Context: an optimization exercise on an open-source flow, tuned for a short achievable clock period and few clock cycles. The choices shown serve that exercise and are no tape-out recipe. No functional check of the RTL was part of this run. The clock cells of this run come from the design's own scripts or RTL, not from TritonCTS. The flow treats the clock pin as an ideal source. Dropping or thinning the clock tree relies on that and would not hold on a real chip. Power and IR drop assume default switching activity.

[flow/design.v]
module pcf2127_rrc (
    input  wire        clk,
    input  wire        rst,           
    input  wire        cmd_valid,
    input  wire [55:0] cmd_word,
    output reg         busy,
    output reg         done,
    output reg  [2:0]  status,
    output reg         bus_init,
    output reg  [7:0]  bus_selid,
    output reg         sel,
    output reg         xfer_req,
    output reg         xfer_rd,
    output reg  [7:0]  xfer_txd,
    input  wire        xfer_ack,
    input  wire        xfer_err,
    input  wire [7:0]  xfer_rxd,
    output reg         diag_valid,
    output reg  [4:0]  diag_idx,
    output wire [7:0]  diag_val,
    output reg  [7:0]  t_second,
    output reg  [7:0]  t_minute,
    output reg  [7:0]  t_hour,
    output reg  [7:0]  t_day,
    output reg  [7:0]  t_weekday,
    output reg  [7:0]  t_month,
    output reg  [7:0]  t_year
);
    localparam [4:0] ALM_CTL_IDX  = 5'h01;
    localparam [4:0] PWR_CTL_IDX  = 5'h02;
    localparam [7:0] PWR_MASK     = 8'hE0;
    localparam [7:0] TSOFF_MASK   = 8'h40;
    localparam [7:0] CLKOUT_LP    = 8'h07;
    localparam [7:0] OTPR_MASK    = 8'h20;
    localparam [7:0] WDT_CLR_MASK = 8'hC3;
    localparam [7:0] WDT_SET_1HZ  = 8'h42;
    localparam [7:0] WDT_SET_60TH = 8'h43;
    localparam [7:0] WDT_CTL_OFF  = 8'h03;
    localparam [7:0] ALARM_OFF    = 8'h80;
    localparam [6:0] OTP_WAIT     = 7'd99;    
    localparam [2:0] ST_OK        = 3'd0;
    localparam [2:0] ST_ILLEGAL   = 3'd1;
    localparam [2:0] ST_NOT_INIT  = 3'd2;
    localparam [2:0] ST_RANGE     = 3'd3;
    localparam [2:0] ST_TRANSPORT = 3'd4;
    localparam [3:0] OP_RESET    = 4'h1;
    localparam [3:0] OP_OTP      = 4'h2;
    localparam [3:0] OP_LOWPWR   = 4'h3;
    localparam [3:0] OP_DUMP     = 4'h4;
    localparam [3:0] OP_SETTIME  = 4'h5;
    localparam [3:0] OP_READTIME = 4'h6;
    localparam [3:0] OP_ENALM    = 4'h7;
    localparam [3:0] OP_SETALM   = 4'h8;
    localparam [3:0] OP_CLRAF    = 4'h9;
    localparam [3:0] OP_DISALM   = 4'hA;
    localparam [3:0] OP_ENCDT    = 4'hB;
    localparam [3:0] OP_SETCDT   = 4'hC;
    localparam [3:0] OP_CLRCDTF  = 4'hD;
    localparam [3:0] OP_DISCDT   = 4'hE;
    localparam [2:0] K_END  = 3'd0;
    localparam [2:0] K_RD   = 3'd1;
    localparam [2:0] K_WR   = 3'd2;
    localparam [2:0] K_DIAG = 3'd3;
    localparam [2:0] K_FIN  = 3'd4;
    localparam S_IDLE = 0;
    localparam S_CHK  = 1;    
    localparam S_XFER = 2;    
    localparam S_GAP  = 3;    
    localparam S_DIAG = 4;    
    localparam S_FIN  = 5;    
    function [7:0] to_bcd7;
        input [6:0] n;
        begin
            case (n)
                7'd0: to_bcd7 = 8'h00;
                7'd1: to_bcd7 = 8'h01;
                7'd2: to_bcd7 = 8'h02;
                7'd3: to_bcd7 = 8'h03;
                7'd4: to_bcd7 = 8'h04;
                7'd5: to_bcd7 = 8'h05;
                7'd6: to_bcd7 = 8'h06;
                7'd7: to_bcd7 = 8'h07;
                7'd8: to_bcd7 = 8'h08;
                7'd9: to_bcd7 = 8'h09;
                7'd10: to_bcd7 = 8'h10;
                7'd11: to_bcd7 = 8'h11;
                7'd12: to_bcd7 = 8'h12;
                7'd13: to_bcd7 = 8'h13;
                7'd14: to_bcd7 = 8'h14;
                7'd15: to_bcd7 = 8'h15;
                7'd16: to_bcd7 = 8'h16;
                7'd17: to_bcd7 = 8'h17;
                7'd18: to_bcd7 = 8'h18;
                7'd19: to_bcd7 = 8'h19;
                7'd20: to_bcd7 = 8'h20;
                7'd21: to_bcd7 = 8'h21;
                7'd22: to_bcd7 = 8'h22;
                7'd23: to_bcd7 = 8'h23;
                7'd24: to_bcd7 = 8'h24;
                7'd25: to_bcd7 = 8'h25;
                7'd26: to_bcd7 = 8'h26;
                7'd27: to_bcd7 = 8'h27;
                7'd28: to_bcd7 = 8'h28;
                7'd29: to_bcd7 = 8'h29;
                7'd30: to_bcd7 = 8'h30;
                7'd31: to_bcd7 = 8'h31;
                7'd32: to_bcd7 = 8'h32;
                7'd33: to_bcd7 = 8'h33;
                7'd34: to_bcd7 = 8'h34;
                7'd35: to_bcd7 = 8'h35;
                7'd36: to_bcd7 = 8'h36;
                7'd37: to_bcd7 = 8'h37;
                7'd38: to_bcd7 = 8'h38;
                7'd39: to_bcd7 = 8'h39;
                7'd40: to_bcd7 = 8'h40;
                7'd41: to_bcd7 = 8'h41;
                7'd42: to_bcd7 = 8'h42;
                7'd43: to_bcd7 = 8'h43;
                7'd44: to_bcd7 = 8'h44;
                7'd45: to_bcd7 = 8'h45;
                7'd46: to_bcd7 = 8'h46;
                7'd47: to_bcd7 = 8'h47;
                7'd48: to_bcd7 = 8'h48;
                7'd49: to_bcd7 = 8'h49;
                7'd50: to_bcd7 = 8'h50;
                7'd51: to_bcd7 = 8'h51;
                7'd52: to_bcd7 = 8'h52;
                7'd53: to_bcd7 = 8'h53;
                7'd54: to_bcd7 = 8'h54;
                7'd55: to_bcd7 = 8'h55;
                7'd56: to_bcd7 = 8'h56;
                7'd57: to_bcd7 = 8'h57;
                7'd58: to_bcd7 = 8'h58;
                7'd59: to_bcd7 = 8'h59;
                7'd60: to_bcd7 = 8'h60;
                7'd61: to_bcd7 = 8'h61;
                7'd62: to_bcd7 = 8'h62;
                7'd63: to_bcd7 = 8'h63;
                7'd64: to_bcd7 = 8'h64;
                7'd65: to_bcd7 = 8'h65;
                7'd66: to_bcd7 = 8'h66;
                7'd67: to_bcd7 = 8'h67;
                7'd68: to_bcd7 = 8'h68;
                7'd69: to_bcd7 = 8'h69;
                7'd70: to_bcd7 = 8'h70;
                7'd71: to_bcd7 = 8'h71;
                7'd72: to_bcd7 = 8'h72;
                7'd73: to_bcd7 = 8'h73;
                7'd74: to_bcd7 = 8'h74;
                7'd75: to_bcd7 = 8'h75;
                7'd76: to_bcd7 = 8'h76;
                7'd77: to_bcd7 = 8'h77;
                7'd78: to_bcd7 = 8'h78;
                7'd79: to_bcd7 = 8'h79;
                7'd80: to_bcd7 = 8'h80;
                7'd81: to_bcd7 = 8'h81;
                7'd82: to_bcd7 = 8'h82;
                7'd83: to_bcd7 = 8'h83;
                7'd84: to_bcd7 = 8'h84;
                7'd85: to_bcd7 = 8'h85;
                7'd86: to_bcd7 = 8'h86;
                7'd87: to_bcd7 = 8'h87;
                7'd88: to_bcd7 = 8'h88;
                7'd89: to_bcd7 = 8'h89;
                7'd90: to_bcd7 = 8'h90;
                7'd91: to_bcd7 = 8'h91;
                7'd92: to_bcd7 = 8'h92;
                7'd93: to_bcd7 = 8'h93;
                7'd94: to_bcd7 = 8'h94;
                7'd95: to_bcd7 = 8'h95;
                7'd96: to_bcd7 = 8'h96;
                7'd97: to_bcd7 = 8'h97;
                7'd98: to_bcd7 = 8'h98;
                7'd99: to_bcd7 = 8'h99;
                default: to_bcd7 = 8'h00;
            endcase
        end
    endfunction
    function [7:0] from_bcd;
        input [7:0] b;
        begin
            from_bcd = b[7:4] * 8'd10 + {4'd0, b[3:0]};
        end
    endfunction
    function [7:0] default_image;
        input [4:0] i;
        begin
            default_image[7] = (i >= 5'h0A) && (i <= 5'h0E);
            default_image[6] = (i == 5'h12);
            default_image[5] = 1'b0;
            default_image[4] = 1'b0;
            default_image[3] = (i == 5'h19);
            default_image[2] = (i == 5'h07) || (i == 5'h0F);
            default_image[1] = (i == 5'h07) || (i == 5'h0F) || (i == 5'h10);
            default_image[0] = (i == 5'h06) || (i == 5'h08) || (i == 5'h0F) ||
                               (i == 5'h10) || (i == 5'h16) || (i == 5'h17);
        end
    endfunction
    function [13:0] desc;
        input [3:0] o;
        input [2:0] s;
        reg [2:0] kd;
        reg [4:0] ix;
        reg [4:0] ln;
        reg       wt;
        begin
            kd = K_END; ix = 5'h00; ln = 5'd0; wt = 1'b0;
            case (o)
                OP_RESET:
                    if (s == 3'd0) begin kd = K_WR; ix = 5'h00; ln = 5'd25; end
                OP_OTP:
                    case (s)
                        3'd0: begin kd = K_RD; ix = 5'h0F; end
                        3'd1: begin kd = K_WR; ix = 5'h0F; end
                        3'd2: begin kd = K_RD; ix = 5'h0F; wt = 1'b1; end
                        3'd3: begin kd = K_WR; ix = 5'h0F; end
                        default: ;
                    endcase
                OP_LOWPWR:
                    case (s)
                        3'd0: begin kd = K_RD; ix = PWR_CTL_IDX; end
                        3'd1: begin kd = K_RD; ix = 5'h12;       end
                        3'd2: begin kd = K_WR; ix = 5'h0F;       end
                        3'd3: begin kd = K_WR; ix = PWR_CTL_IDX; end
                        3'd4: begin kd = K_WR; ix = 5'h12;       end
                        default: ;
                    endcase
                OP_DUMP:
                    case (s)
                        3'd0: begin kd = K_RD; ix = 5'h00; ln = 5'd25; end
                        3'd1: kd = K_DIAG;
                        default: ;
                    endcase
                OP_SETTIME:
                    if (s == 3'd0) begin kd = K_WR; ix = 5'h03; ln = 5'd6; end
                OP_READTIME:
                    case (s)
                        3'd0: begin kd = K_RD; ix = 5'h03; ln = 5'd6; end
                        3'd1: kd = K_FIN;
                        default: ;
                    endcase
                OP_ENALM, OP_CLRAF, OP_ENCDT, OP_CLRCDTF:
                    case (s)
                        3'd0: begin kd = K_RD; ix = ALM_CTL_IDX; end
                        3'd1: begin kd = K_WR; ix = ALM_CTL_IDX; end
                        default: ;
                    endcase
                OP_SETALM, OP_DISALM:
                    case (s)
                        3'd0: begin kd = K_RD; ix = ALM_CTL_IDX;              end
                        3'd1: begin kd = K_WR; ix = ALM_CTL_IDX;              end
                        3'd2: begin kd = K_WR; ix = 5'h0A;       ln = 5'd4;   end
                        default: ;
                    endcase
                OP_SETCDT:
                    case (s)
                        3'd0: begin kd = K_RD; ix = ALM_CTL_IDX;              end
                        3'd1: begin kd = K_WR; ix = ALM_CTL_IDX;              end
                        3'd2: begin kd = K_RD; ix = 5'h10;                    end
                        3'd3: begin kd = K_WR; ix = 5'h10;       ln = 5'd1;   end
                        default: ;
                    endcase
                OP_DISCDT:
                    case (s)
                        3'd0: begin kd = K_RD; ix = ALM_CTL_IDX;              end
                        3'd1: begin kd = K_WR; ix = ALM_CTL_IDX;              end
                        3'd2: begin kd = K_WR; ix = 5'h10;       ln = 5'd1;   end
                        default: ;
                    endcase
                default: ;
            endcase
            desc = {kd, ix, ln, wt};
        end
    endfunction
    reg  [55:0] cw_q;         
    reg  [7:0]  rxd_q;        
    reg         rd_q;         
    reg         sh_en;        
    reg         f1, f2;       
    always @(posedge clk) begin
        cw_q  <= cmd_word;
        rxd_q <= xfer_rxd;
    end
    wire [7:0] c_opc = cw_q[55:48];
    wire c_illegal = (c_opc > 8'h0E);
    wire c_init    = (c_opc == 8'h00);
    reg  c_rbad;
    always @(*) begin
        case (c_opc)
            8'h05: c_rbad = !((cw_q[47:40] <= 8'd99) && (cw_q[39:32] <= 8'd12) &&
                              (cw_q[31:24] <= 8'd31) && (cw_q[23:16] <= 8'd23) &&
                              (cw_q[15:8] <= 8'd59) && (cw_q[7:0] <= 8'd59));
            8'h08: c_rbad = !((cw_q[31:24] <= 8'd59) && (cw_q[23:16] <= 8'd59) &&
                              (cw_q[15:8] <= 8'd23) && (cw_q[7:0] <= 8'd31));
            8'h0C: c_rbad = (cw_q[15:0] > 16'd15359);
            default: c_rbad = 1'b0;
        endcase
    end
    wire [13:0] c_d0    = desc(c_opc[3:0], 3'd0);
    wire [7:0]  c_addr0 = {(c_d0[13:11] == K_RD), 2'b01, c_d0[10:6]};
    reg        pd_illegal, pd_init, pd_rbad;
    reg [7:0]  pd_addr0;
    always @(posedge clk) begin
        pd_illegal <= c_illegal;
        pd_init    <= c_init;
        pd_rbad    <= c_rbad;
        pd_addr0   <= c_addr0;
    end
    reg  [5:0]  st;           
    reg         busy_i, done_i, sel_i, rd_i, bus_init_i, dv_i;
    reg  [2:0]  status_i;
    reg  [7:0]  txd_i, selid_i;
    reg  [4:0]  didx_i;
    reg  [2:0]  step;
    reg  [4:0]  kn;           
    reg         lastb;        
    reg  [6:0]  wcnt;
    reg         inited;
    reg  [55:0] ir;
    reg  [7:0]  bcd [0:5];    
    reg         per_small;    
    reg  [7:0]  rx0;          
    reg  [7:0]  rxb [1:24];   
    wire [3:0]  opc = ir[51:48];
    wire [47:0] A   = ir[47:0];
    assign diag_val = rx0;
    wire loading = st[S_IDLE] | st[S_CHK];
    integer i;
    always @(posedge clk) begin
        if (loading) begin
            ir        <= cw_q;
            per_small <= (cw_q[15:0] <= 16'd60);
            for (i = 0; i < 6; i = i + 1)
                bcd[i] <= to_bcd7(cw_q[8 * i +: 7]);
        end
    end
    wire [13:0] cd = desc(opc, step);
    wire [13:0] nd = desc(opc, step + 3'd1);
    wire [2:0]  cd_kind  = cd[13:11];
    wire [7:0]  cd_addr  = {(cd_kind == K_RD), 2'b01, cd[10:6]};
    wire [4:0]  cd_lenm1 = cd[5:1];
    wire [2:0]  nd_kind  = nd[13:11];
    wire        nd_wait  = nd[0];
    reg [3:0]  dv_r;
    reg [7:0]  dv_x;
    reg [7:0]  dv_q;
    reg [3:0]  dv_n;
    wire [4:0] dv_t  = {dv_r, dv_x[7]};
    wire       dv_ge = (dv_t >= 5'd15);
    wire [4:0] dv_s  = dv_t - 5'd15;
    always @(posedge clk) begin
        if (loading) begin
            dv_r <= cw_q[13:10];
            dv_x <= cw_q[9:2];
            dv_q <= 8'h00;
            dv_n <= 4'd8;
        end else if (dv_n != 4'd0) begin
            dv_r <= dv_ge ? dv_s[3:0] : dv_t[3:0];
            dv_x <= {dv_x[6:0], 1'b0};
            dv_q <= {dv_q[6:0], dv_ge};
            dv_n <= dv_n - 4'd1;
        end
    end
    wire [15:0] period = A[15:0];
    wire [7:0]  ticks = per_small ? period[7:0] : dv_q;
    wire [7:0]  srcb  = per_small ? WDT_SET_1HZ : WDT_SET_60TH;
    wire [7:0] rb  = rxb[24];
    wire [7:0] rbp = rxb[23];
    reg [7:0] wdata;
    always @(*) begin
        wdata = 8'h00;
        case (opc)
            OP_RESET:
                wdata = default_image(kn);
            OP_OTP:
                if (step == 3'd1) wdata = rb | OTPR_MASK;
                else              wdata = rb & ~OTPR_MASK;
            OP_LOWPWR:
                case (step)
                    3'd2:    wdata = CLKOUT_LP;
                    3'd3:    wdata = rbp | PWR_MASK;
                    default: wdata = rb | TSOFF_MASK;
                endcase
            OP_SETTIME:
                case (kn)
                    5'd0:    wdata = bcd[0];
                    5'd1:    wdata = bcd[1];
                    5'd2:    wdata = bcd[2];
                    5'd3:    wdata = bcd[3];
                    5'd4:    wdata = 8'h00;
                    5'd5:    wdata = bcd[4];
                    default: wdata = bcd[5];
                endcase
            OP_ENALM:
                wdata = rb | 8'h02;
            OP_SETALM:
                if (step == 3'd1) wdata = rb | 8'h02;
                else
                    case (kn)
                        5'd0:    wdata = bcd[3] & 8'h7F;
                        5'd1:    wdata = bcd[2] & 8'h7F;
                        5'd2:    wdata = bcd[1] & 8'h7F;
                        5'd3:    wdata = bcd[0] & 8'h7F;
                        default: wdata = ALARM_OFF;
                    endcase
            OP_CLRAF:
                wdata = rb & ~8'h10;
            OP_DISALM:
                if (step == 3'd1) wdata = rb & ~8'h02;
                else              wdata = ALARM_OFF;
            OP_ENCDT:
                wdata = rb | 8'h01;
            OP_SETCDT:
                if (step == 3'd1)    wdata = rb | 8'h01;
                else if (kn == 5'd0) wdata = (rb & ~WDT_CLR_MASK) | srcb;
                else                 wdata = ticks;
            OP_CLRCDTF:
                wdata = rb & ~8'h08;
            OP_DISCDT:
                if (step == 3'd1)    wdata = rb & ~8'h01;
                else if (kn == 5'd0) wdata = WDT_CTL_OFF;
                else                 wdata = 8'h00;
            default: ;
        endcase
    end
    reg  [7:0] rx0_i;
    wire [7:0] rx0_nxt, rx0_i_nxt;
    rrc_hold #(.W(8)) u_hold_rx0   (.en(sh_en), .d(rxb[1]), .q(rx0_i), .nx(rx0_nxt));
    rrc_hold #(.W(8)) u_hold_rx0_i (.en(sh_en), .d(rxb[1]), .q(rx0_i), .nx(rx0_i_nxt));
    always @(posedge clk) begin
        rx0   <= rx0_nxt;
        rx0_i <= rx0_i_nxt;
        if (sh_en) begin
            for (i = 1; i < 24; i = i + 1)
                rxb[i] <= rxb[i + 1];
            rxb[24] <= rxd_q;
        end
    end
    reg  [55:0] t_i;          
    wire [55:0] t_new = {from_bcd(rxb[19]), from_bcd(rxb[20]), from_bcd(rxb[21]),
                         from_bcd(rxb[22]), from_bcd(rxb[23]), from_bcd(rxb[24]),
                         from_bcd(rxd_q)};
    wire [55:0] t_nxt, t_i_nxt;
    rrc_hold #(.W(56)) u_hold_t   (.en(st[S_FIN]), .d(t_new), .q(t_i), .nx(t_nxt));
    rrc_hold #(.W(56)) u_hold_t_i (.en(st[S_FIN]), .d(t_new), .q(t_i), .nx(t_i_nxt));
    always @(posedge clk) begin
        {t_second, t_minute, t_hour, t_day, t_weekday, t_month, t_year} <= t_nxt;
        t_i <= t_i_nxt;
    end
    wire pd_fresh = f1 & f2;
    wire chk      = st[S_CHK];
    wire       a_ill   = chk ? c_illegal : pd_illegal;
    wire       a_init  = chk ? c_init    : pd_init;
    wire       a_rbad  = chk ? c_rbad    : pd_rbad;
    wire [7:0] a_addr0 = chk ? c_addr0   : pd_addr0;
    reg  [5:0] a_st;
    reg        a_busy, a_done, a_sel, a_bus_init, a_inited;
    reg  [2:0] a_status;
    reg  [7:0] a_txd, a_selid;
    always @(*) begin
        a_st       = 6'd1 << S_IDLE;
        a_busy     = 1'b0;
        a_done     = 1'b1;
        a_sel      = 1'b0;
        a_bus_init = 1'b0;
        a_inited   = inited;
        a_status   = ST_OK;
        a_txd      = txd_i;
        a_selid    = selid_i;
        if (a_ill) begin
            a_status = ST_ILLEGAL;
        end else if (a_init) begin
            a_selid    = cw_q[7:0];
            a_bus_init = 1'b1;
            a_inited   = 1'b1;
        end else if (!inited) begin
            a_status = ST_NOT_INIT;
        end else if (a_rbad) begin
            a_status = ST_RANGE;
        end else begin
            a_st     = 6'd1 << S_XFER;
            a_busy   = 1'b1;
            a_done   = 1'b0;
            a_sel    = 1'b1;
            a_txd    = a_addr0;
            a_status = status_i;
        end
    end
    localparam W  = 6 + 1 + 1 + 3 + 1 + 1 + 8 + 1 + 1 + 8 + 1 + 5 + 1 + 3 + 1 + 1;
    localparam G  = 6;                        
    localparam NG = (W + G - 1) / G;
    localparam [NG*G-1:0] RV = {{(NG * G - W){1'b0}}, 6'd1 << S_IDLE, {(W - 6){1'b0}}};
    reg [5:0] d_st, g_st;
    reg       d_busy, g_busy, d_done, g_done, d_sel, g_sel, d_rd, g_rd;
    reg [2:0] d_status, g_status;
    reg [7:0] d_txd, g_txd, d_selid, g_selid;
    reg       d_bus_init, g_bus_init, d_inited, g_inited, d_dv, g_dv;
    reg [4:0] d_kn, g_kn;
    reg       d_lastb, g_lastb;
    reg [2:0] d_step, g_step;
    reg       d_rdq, g_rdq;
    always @(*) begin
        d_st = st; d_busy = busy_i; d_done = 1'b0; d_status = status_i; d_sel = sel_i;
        d_rd = rd_i; d_txd = txd_i; d_bus_init = 1'b0; d_inited = inited;
        d_selid = selid_i; d_dv = dv_i; d_kn = kn;
        d_lastb = lastb; d_step = step; d_rdq = 1'b0;
        if (st[S_IDLE]) begin
            d_dv = 1'b0;
        end
        if (st[S_CHK]) begin
            d_st = a_st; d_busy = a_busy; d_done = a_done; d_status = a_status;
            d_sel = a_sel; d_rd = 1'b0; d_txd = a_txd; d_bus_init = a_bus_init;
            d_inited = a_inited; d_selid = a_selid; d_kn = 5'd0; d_lastb = 1'b0;
            d_step = 3'd0;
        end
        if (st[S_GAP]) begin
            if (wcnt == 7'd0) begin
                d_st    = 6'd1 << S_XFER;
                d_sel   = 1'b1;
                d_txd   = cd_addr;
                d_rd    = 1'b0;
                d_kn    = 5'd0;
                d_lastb = 1'b0;
            end
        end
        if (st[S_DIAG]) begin
            if (didx_i == 5'd24) begin
                d_st     = 6'd1 << S_IDLE;
                d_status = ST_OK;
                d_done   = 1'b1;
                d_busy   = 1'b0;
            end
        end
        if (st[S_FIN]) begin
            d_st     = 6'd1 << S_IDLE;
            d_status = ST_OK;
            d_done   = 1'b1;
            d_busy   = 1'b0;
        end
    end
    always @(*) begin
        g_st = d_st; g_busy = d_busy; g_done = d_done; g_status = d_status; g_sel = d_sel;
        g_rd = d_rd; g_txd = d_txd; g_bus_init = d_bus_init; g_inited = d_inited;
        g_selid = d_selid; g_dv = d_dv; g_kn = d_kn;
        g_lastb = d_lastb; g_step = d_step; g_rdq = d_rdq;
        if (st[S_XFER]) begin
            g_done = 1'b0; g_bus_init = 1'b0;
        end
        if (st[S_IDLE]) begin
            g_dv = 1'b0;
            if (pd_fresh) begin
                g_st = a_st; g_busy = a_busy; g_done = a_done; g_status = a_status;
                g_sel = a_sel; g_rd = 1'b0; g_txd = a_txd; g_bus_init = a_bus_init;
                g_inited = a_inited; g_selid = a_selid; g_kn = 5'd0; g_lastb = 1'b0;
                g_step = 3'd0;
            end else begin
                g_st   = 6'd1 << S_CHK;
                g_busy = 1'b1;
            end
        end else if (st[S_XFER]) begin
            g_rdq = rd_i;
            if (lastb) begin
                g_sel  = 1'b0;
                g_step = step + 3'd1;
                case (nd_kind)
                    K_END: begin
                        g_st     = 6'd1 << S_IDLE;
                        g_status = ST_OK;
                        g_done   = 1'b1;
                        g_busy   = 1'b0;
                    end
                    K_DIAG: begin
                        g_st   = 6'd1 << S_DIAG;
                        g_dv   = 1'b1;
                    end
                    K_FIN:   g_st = 6'd1 << S_FIN;
                    default: g_st = 6'd1 << S_GAP;
                endcase
            end else begin
                g_txd   = wdata;
                g_rd    = (cd_kind == K_RD);
                g_kn    = kn + 5'd1;
                g_lastb = (kn == cd_lenm1);
            end
        end
    end
    wire [NG*G-1:0] n_def = {{(NG * G - W){1'b0}},
                             d_st, d_busy, d_done, d_status, d_sel, d_rd, d_txd, d_bus_init,
                             d_inited, d_selid, d_dv, d_kn, d_lastb, d_step,
                             d_rdq, d_rdq | d_dv};
    wire [NG*G-1:0] n_go  = {{(NG * G - W){1'b0}},
                             g_st, g_busy, g_done, g_status, g_sel, g_rd, g_txd, g_bus_init,
                             g_inited, g_selid, g_dv, g_kn, g_lastb, g_step,
                             g_rdq, g_rdq | g_dv};
    wire [NG*G-1:0] n_abort = {{(NG * G - W){1'b0}},
                               6'd1 << S_IDLE, 1'b0, 1'b1, ST_TRANSPORT, 1'b0, rd_i,
                               txd_i, 1'b0, inited, selid_i, dv_i, kn, lastb, step,
                               1'b0, dv_i};
    wire [NG*G-1:0] n_err = st[S_XFER] ? n_abort : n_def;
    wire [NG*G-1:0] q_nxt;
    genvar gi;
    generate
        for (gi = 0; gi < NG; gi = gi + 1) begin : g_late
            rrc_late #(.W(G), .RV(RV[gi * G +: G])) u_late (
                .rst(rst), .cmd_valid(cmd_valid), .xfer_ack(xfer_ack), .xfer_err(xfer_err),
                .idle(st[S_IDLE]), .xfer(st[S_XFER]),
                .n_def(n_def[gi * G +: G]), .n_go(n_go[gi * G +: G]),
                .n_err(n_err[gi * G +: G]), .q(q_nxt[gi * G +: G])
            );
        end
    endgenerate
    wire [NG*G-1:0] q_out;
    generate
        for (gi = 0; gi < NG; gi = gi + 1) begin : g_late_o
            rrc_late #(.W(G), .RV(RV[gi * G +: G])) u_late (
                .rst(rst), .cmd_valid(cmd_valid), .xfer_ack(xfer_ack), .xfer_err(xfer_err),
                .idle(st[S_IDLE]), .xfer(st[S_XFER]),
                .n_def(n_def[gi * G +: G]), .n_go(n_go[gi * G +: G]),
                .n_err(n_err[gi * G +: G]), .q(q_out[gi * G +: G])
            );
        end
    endgenerate
    wire req_nxt;
    rrc_late #(.W(1), .RV(1'b0)) u_late_req (
        .rst(rst), .cmd_valid(cmd_valid), .xfer_ack(xfer_ack), .xfer_err(xfer_err),
        .idle(st[S_IDLE]), .xfer(st[S_XFER]),
        .n_def(d_sel), .n_go(g_sel), .n_err(st[S_XFER] ? 1'b0 : d_sel), .q(req_nxt)
    );
    always @(posedge clk) begin
        {busy, done, status, sel, xfer_rd, xfer_txd, bus_init} <= q_out[36:21];
        bus_selid  <= q_out[19:12];
        diag_valid <= q_out[11];
        xfer_req   <= req_nxt;
    end
    always @(posedge clk) begin
        {st, busy_i, done_i, status_i, sel_i, rd_i, txd_i, bus_init_i, inited,
         selid_i, dv_i, kn, lastb, step, rd_q, sh_en} <= q_nxt[W-1:0];
        f1 <= !rst & cmd_valid & busy_i;
        f2 <= f1;
    end
    always @(posedge clk) begin
        if (st[S_GAP]) begin
            if (wcnt != 7'd0) wcnt <= wcnt - 7'd1;
        end else begin
            wcnt <= nd_wait ? OTP_WAIT : 7'd0;
        end
        if (st[S_DIAG]) didx_i <= didx_i + 5'd1;
        else            didx_i <= 5'd0;
    end
    wire [4:0] didx_nxt;
    rrc_hold #(.W(5)) u_hold_didx (.en(st[S_DIAG]), .d(didx_i + 5'd1), .q(5'd0), .nx(didx_nxt));
    always @(posedge clk) diag_idx <= didx_nxt;
endmodule
module rrc_late #(
    parameter integer W = 1,
    parameter [W-1:0] RV = {W{1'b0}}
) (
    input  wire         rst,
    input  wire         cmd_valid,
    input  wire         xfer_ack,
    input  wire         xfer_err,
    input  wire         idle,
    input  wire         xfer,
    input  wire [W-1:0] n_def,
    input  wire [W-1:0] n_go,
    input  wire [W-1:0] n_err,
    output wire [W-1:0] q
);
    wire go = xfer ? xfer_ack : cmd_valid;
    assign q = rst ? RV : go ? n_go : xfer_err ? n_err : n_def;
endmodule
module rrc_hold #(
    parameter integer W = 1
) (
    input  wire         en,
    input  wire [W-1:0] d,
    input  wire [W-1:0] q,
    output wire [W-1:0] nx
);
    assign nx = en ? d : q;
endmodule
[flow/flow/run.sh]
#!/bin/bash
set -euo pipefail
KNOBS="SETUP_SLACK_MARGIN=11 MATCH_CELL_FOOTPRINT=0"
bash standard.sh $KNOBS place > orfs_place.log 2>&1
MCTS_LEAF_SINKS=24 MCTS_ROOTS=4 MCTS_SETUP_MARGIN=11 \
  openroad -no_init -exit flow/cts.tcl > cts.log 2>&1
bash standard.sh $KNOBS finish > orfs_finish.log 2>&1
[flow/flow/cts.tcl]
# Clock tree step in place of ORFS's TritonCTS run: a hand-built two-level
# tree (flow/manual_cts.tcl), then the same repair and legalisation that
# ORFS's cts step does, written where ORFS's later steps read it.
set P $::env(FLOW_HOME)/platforms/sky130hd
set R [pwd]/orfs/results/sky130hd/pcf2127_rrc/base
read_lef $P/lef/sky130_fd_sc_hd.tlef
read_lef $P/lef/sky130_fd_sc_hd_merged.lef
read_liberty $P/lib/sky130_fd_sc_hd__tt_025C_1v80.lib
read_db $R/3_place.odb
read_sdc $R/3_place.sdc
source $P/setRC.tcl
set_dont_use {sky130_fd_sc_hd__probe_p_8 sky130_fd_sc_hd__probec_p_8 sky130_fd_sc_hd__lpflow_*}

source [file join [file dirname [info script]] manual_cts.tcl]
manual_cts clk $::env(MCTS_LEAF_SINKS) $::env(MCTS_ROOTS) sky130_fd_sc_hd__clkbuf_16

set_propagated_clock [all_clocks]
detailed_placement
estimate_parasitics -placement
report_clock_latency
repair_timing -setup_margin $::env(MCTS_SETUP_MARGIN) -hold_margin 0 -repair_tns 100 -verbose
detailed_placement
check_placement -verbose
estimate_parasitics -placement
report_clock_latency
report_worst_slack -max
report_worst_slack -min

write_db $R/4_1_cts.odb
write_sdc -no_timestamp $R/4_cts.sdc
file copy -force $R/4_1_cts.odb $R/4_cts.odb
[flow/flow/manual_cts.tcl]
# Two-level clock tree built by hand: the clock port drives NROOT root
# buffers; each root drives a share of the leaf buffers; each leaf buffer
# drives a cluster of about LEAF_SINKS flip-flop clock pins next to it.
# All buffers are sky130_fd_sc_hd__clkbuf_16 and every flip-flop sees the
# same number of buffers between the port and its clock pin.
proc mcts_center {inst} {
  set bb [$inst getBBox]
  return [list [expr {([$bb xMin] + [$bb xMax]) / 2}] [expr {([$bb yMin] + [$bb yMax]) / 2}]]
}

proc mcts_split {items n key} {
  # sort items (lists whose element $key is the coordinate) and cut into n
  # nearly equal consecutive groups
  set s [lsort -integer -index $key $items]
  set len [llength $s]
  set out {}
  for {set g 0} {$g < $n} {incr g} {
    set a [expr {($g * $len) / $n}]
    set b [expr {(($g + 1) * $len) / $n - 1}]
    if {$b >= $a} { lappend out [lrange $s $a $b] }
  }
  return $out
}

proc mcts_place {inst x y} {
  set m [$inst getMaster]
  $inst setLocation [expr {$x - [$m getWidth] / 2}] [expr {$y - [$m getHeight] / 2}]
  $inst setPlacementStatus PLACED
}

proc manual_cts {clk_name leaf_sinks nroot bufname} {
  set block [ord::get_db_block]
  set master [[ord::get_db] findMaster $bufname]
  set clk [$block findNet $clk_name]
  set sinks {}
  foreach it [$clk getITerms] {
    set inst [$it getInst]
    lassign [mcts_center $inst] x y
    lappend sinks [list $x $y $it]
  }
  set n [llength $sinks]
  set k [expr {int(ceil(double($n) / $leaf_sinks))}]
  set nx [expr {int(ceil(sqrt($k)))}]
  set ny [expr {int(ceil(double($k) / $nx))}]
  puts "manual_cts: $n sinks, $nx x $ny leaf clusters, $nroot roots"
  set leaves {}
  set li 0
  foreach strip [mcts_split $sinks $nx 0] {
    foreach grp [mcts_split $strip $ny 1] {
      set sx 0; set sy 0
      foreach s $grp { set sx [expr {$sx + [lindex $s 0]}]; set sy [expr {$sy + [lindex $s 1]}] }
      set cx [expr {$sx / [llength $grp]}]; set cy [expr {$sy / [llength $grp]}]
      set inst [odb::dbInst_create $block $master "clkbuf_leaf_${li}_$clk_name"]
      set net [odb::dbNet_create $block "clknet_leaf_${li}_$clk_name"]
      $net setSigType CLOCK
      [$inst findITerm X] connect $net
      foreach s $grp {
        set it [lindex $s 2]
        $it disconnect
        $it connect $net
      }
      mcts_place $inst $cx $cy
      lappend leaves [list $cx $cy $inst]
      incr li
    }
  }
  # roots: split the leaves into nroot groups along the longer side
  set ri 0
  foreach grp [mcts_split $leaves $nroot 0] {
    set sx 0; set sy 0
    foreach s $grp { set sx [expr {$sx + [lindex $s 0]}]; set sy [expr {$sy + [lindex $s 1]}] }
    set cx [expr {$sx / [llength $grp]}]; set cy [expr {$sy / [llength $grp]}]
    set inst [odb::dbInst_create $block $master "clkbuf_root_${ri}_$clk_name"]
    set net [odb::dbNet_create $block "clknet_root_${ri}_$clk_name"]
    $net setSigType CLOCK
    [$inst findITerm X] connect $net
    [$inst findITerm A] connect $clk
    foreach s $grp { [[lindex $s 2] findITerm A] connect $net }
    mcts_place $inst $cx $cy
    incr ri
  }
  puts "manual_cts: [llength $leaves] leaf buffers, $ri root buffers"
}
[flow/standard.sh]
#!/bin/bash
# synth_recipe.tcl (not shown) runs the flow's synth.tcl, then flattens the netlist and writes it again
# the make line also repeats each setting of config.mk as NAME=value (left out here)
make -C /OpenROAD-flow-scripts/flow DESIGN_CONFIG=/design/flow/config.mk WORK_HOME=/design/flow/orfs CLKGATE_MAP_FILE= SYNTH_SCRIPT=/design/flow/synth_recipe.tcl "${@:-finish}"
[flow/config.mk]
export PLATFORM = sky130hd
export DESIGN_NAME = pcf2127_rrc
export DESIGN_NICKNAME = pcf2127_rrc
export VERILOG_FILES = /design/flow/design.v
export SDC_FILE = /design/flow/constraint.sdc
export NUM_CORES = 4
export LEC_CHECK = 0
export CAP_MARGIN = 20
export CORE_MARGIN = 2
export CORE_UTILIZATION = 65
export PLACE_DENSITY = 0.75
export SLEW_MARGIN = 20
export SYNTH_HIERARCHICAL = 1
[flow/constraint.sdc]
create_clock -name core_clock -period 14.0 [get_ports {clk}]
set_input_delay 2.8000 -clock core_clock [delete_from_list [all_inputs] [get_ports {clk}]]
set_output_delay 2.8000 -clock core_clock [all_outputs]
set_load 0.01 [all_outputs]
==> results.txt <==
[power groups by stage]
stage	Sequential, mW	Clock (mW)	Combinational (mW)
2_1_floorplan	2.13	0	0.592
3_3_place_gp	2.14	0	0.862
3_5_place_dp	2.15	0	0.890
5_1_grt	2.16	0.906	1.09
6_report	2.13	0.841	1.03
[placed cells by master, fill, tap and decap left out, types with 15 or more instances in the layout]
cell type / count
o211ai_1: 15
nor2_2: 26
nand3_1: 37
clkbuf_16: 41
dfxtp_2: 110
mux2i_1: 94
clkdlybuf4s50_1: 63
buf_4: 48
mux2i_4: 20
dfxtp_1: 177
nand2b_1: 31
and2_1: 19
nor2_1: 175
nor3_1: 33
a21oi_1: 126
mux2_4: 97
a211oi_1: 44
edfxtp_1: 272
nand2_1: 198
a211oi_2: 52
ha_1: 86
o22ai_1: 20
xnor2_1: 45
nor2b_1: 34
a22oi_1: 19
mux2_2: 69
inv_1: 85
a31oi_1: 24
buf_6: 124
o21ai_0: 132
a21o_1: 19
[per-layer routing]
| layer | GRT usage (%) | share of wire, % | up-vias |
|---|---|---|---|
| met3 | 2.41 | 6.5 | 241 |
| met2 | 50.9 | 49 | 995 |
| li1 | - | - | 9462 |
| met5 | 0 | 0 | - |
| met4 | 10.3 | 4.5 | 0 |
| met1 | 37.6 | 40 | 9815 |
[flip-flops by register name (all words and copies together) (netlist names), 12 cells and up]
name  count
t_i      56
bcd      48
rxb     192
ir       12
cw_q     56
[path summary, 6_finish.rpt]
check / slack (ps) / cells past startpoint / end / startpoint
hold / removal: 390 / 0 / f2 / f1
hold reg to reg: 390 / 0 / f2 / f1
setup / recovery: 10320 / 1 / diag_valid / diag_valid
setup reg to reg: 10630 / 10 / txd_i[5] / ir[51]
[through the flow]
| stage | cells | utilization [%] | area, µm² | setup slack, ps | power [mW] |
|---|---|---|---|---|---|
| 2_1_floorplan | 2511 | - | 28000 | 10450 | 2.72 |
| 5_1_grt | 3198 | 77.0 | 32300 | 10330 | 4.16 |
| 6_report | 3198 | 77.0 | 32300 | 10320 | 4.00 |
| 3_3_place_gp | 3079 | 70.6 | 29600 | 9470 | 3.00 |
| 3_5_place_dp | 3079 | 70.6 | 29600 | 9420 | 3.04 |
[cell type report]
class,count,area share (%)
plain buffers,29,2.25
repair buffers,267,9.54
multi-input cells,1708,41.4
inverters,94,1.12
well taps,539,2.09
flip-flops and latches,561,43.6
==> flow_metrics.py <==
metrics = {
    "status": {
        "run_status": "complete, no violations",
    },
    "setup_path": {
        "critical_path_s_largest_stage_delay_ps": 380,
        "critical_path_class": "register to output pin",
        "timing.critical_path.max_delay_family": "flip-flops",
        "startpoint_type": "register",
        "buffer_and_inverter_count_on_the_worst_path": 1,
        "crit_chain": "buf_6",
        "crit_arrival_ps": 880,
        "critical_path.slowest_cell": "dfxtp_2",
        "worstSetupEndpointType": "output pin",
        "crit_path_max_fanout": 1,
        "timing.critical_path.required_ps": 11200,
    },
    "sta": {
        "hold_viol_final": 0,
        "relSlewSlack_pct": 35.0,
        "unrepaired_setup_endpoints_after_global_routing": "true",
        "largest_clock_skew_in_the_final_design_ps": 44.8,
        "tightest_slew_ps": 975,
        "totalNegativeSetupSlack_ps": 0,
        "timing.hold.ws_ps": 392,
        "max_clock_freq_ghz": 0.272,
        "period_minus_slack_ps": 3680,
        "report.final.slew_viol_count": 0,
        "layout_worst_path_cycle_share_pct": 26.3,
        "setup_viol": 0,
    },
    "power_and_ir_drop": {
        "combinationalPowerShare_pct": 25.7,
        "power_frac_clock_pct": 21.0,
        "p_sw_share_pct": 28.0,
        "internal-power_mw": 2.88,
        "vdd.ir_drop.worst_mv": 0.101,
        "power_per_cell_area_nw_per_um2": 124,
        "power.share.sequential_pct": 53.3,
        "net-switching-power_mw": 1.12,
        "power.leakage_nw": 12.5,
    },
    "synthesis": {
        "syn_area_per_cell_um2": 11.0,
        "synth_warnings": 11,
        "syn_area_um2": 27600,
        "post_synth_inst_count": 2503,
    },
    "global_routing": {
        "number_of_antenna_violations_at_the_first_check_in_global_routing": 0,
        "grt_overflow_total": 0,
        "wire_length_of_the_first_global_routing_pass_um": 103000,
        "maximum_number_of_pins_on_one_net_before_global_route_repair": 84,
        "grt_pass1_vias": 19399,
        "global_route.usage.total_pct": 28.9,
    },
    "route": {
        "antenna_violating_nets_post_route": 0,
        "detailedRoute.firstIterationViolations": 1893,
        "drc": 0,
        "drt-total-wl_um": 68900,
        "post_drt_wl_per_cell_um": 21.6,
        "detail_route.first_pass.iterations": 9,
        "dr_total_vias": 20513,
        "average_via_count_per_standard_cell": 6.41,
    },
    "run": {
        "max_cap_viol_count": 0,
    },
    "cells_and_area": {
        "insertedDiodeCount": 0,
        "area.growth.synth_to_final_pct": 17.0,
        "nFillCells": 2600,
        "ff_latch_area_um2": 14100,
        "multiInputGateArea_um2": 13400,
        "layout.nets": 2835,
        "proportion_of_layout_cells_with_a_drive_suffix_above_1_pct": 26.0,
    },
    "place": {
        "numPortBuffers": 163,
        "post-dp-hpwl_um": 42500,
        "routability_driven_placement_congestion_ratio": 0.909,
    },
    "floorplan": {
        "initial_utilization_pct": 65.9,
        "io_pins": 164,
        "design.die.area_um2": 44200,
        "die_height_um": 210,
        "die_width_um": 210,
        "rows": 75,
        "core-area_um2": 41900,
    },
    "hold_path": {
        "timing.hold.worst.class": "register to register",
    },
    "clocking": {
        "worst_setup_hold_path_clk_slew_ps": 100,
        "clk_latency_ps": 380,
    },
}

==> separate check: timing with driven ports <==
No port has a modelled driver above. Below, the same layout with a new extraction and two added sets of constraints.
Step 1: set_driving_cell puts a clkbuf_16 on clk and a buf_2 on each other input, an assumption about the parent block.
Step 2, shift: input delay + t, output delay - t, t = (earliest + latest rising clock arrival at the registers) / 2. This alone moves slack from input paths to output paths.
Slacks: no drivers / after step 1 / after step 2; pairs: no drivers / after step 1.
t, ns: 0.462
setup WS [ns]: 10.321 / 10.220 / 10.079
hold WS [ns]: 0.392 / 0.392 / 0.392
worst slew at a driven data input, ns: 0.13
cell pins on the clock port's net: 4
After both steps this run still meets setup and hold. The setup slack of this run moves by -0.101 ns with the drivers and by -0.242 ns with both steps.
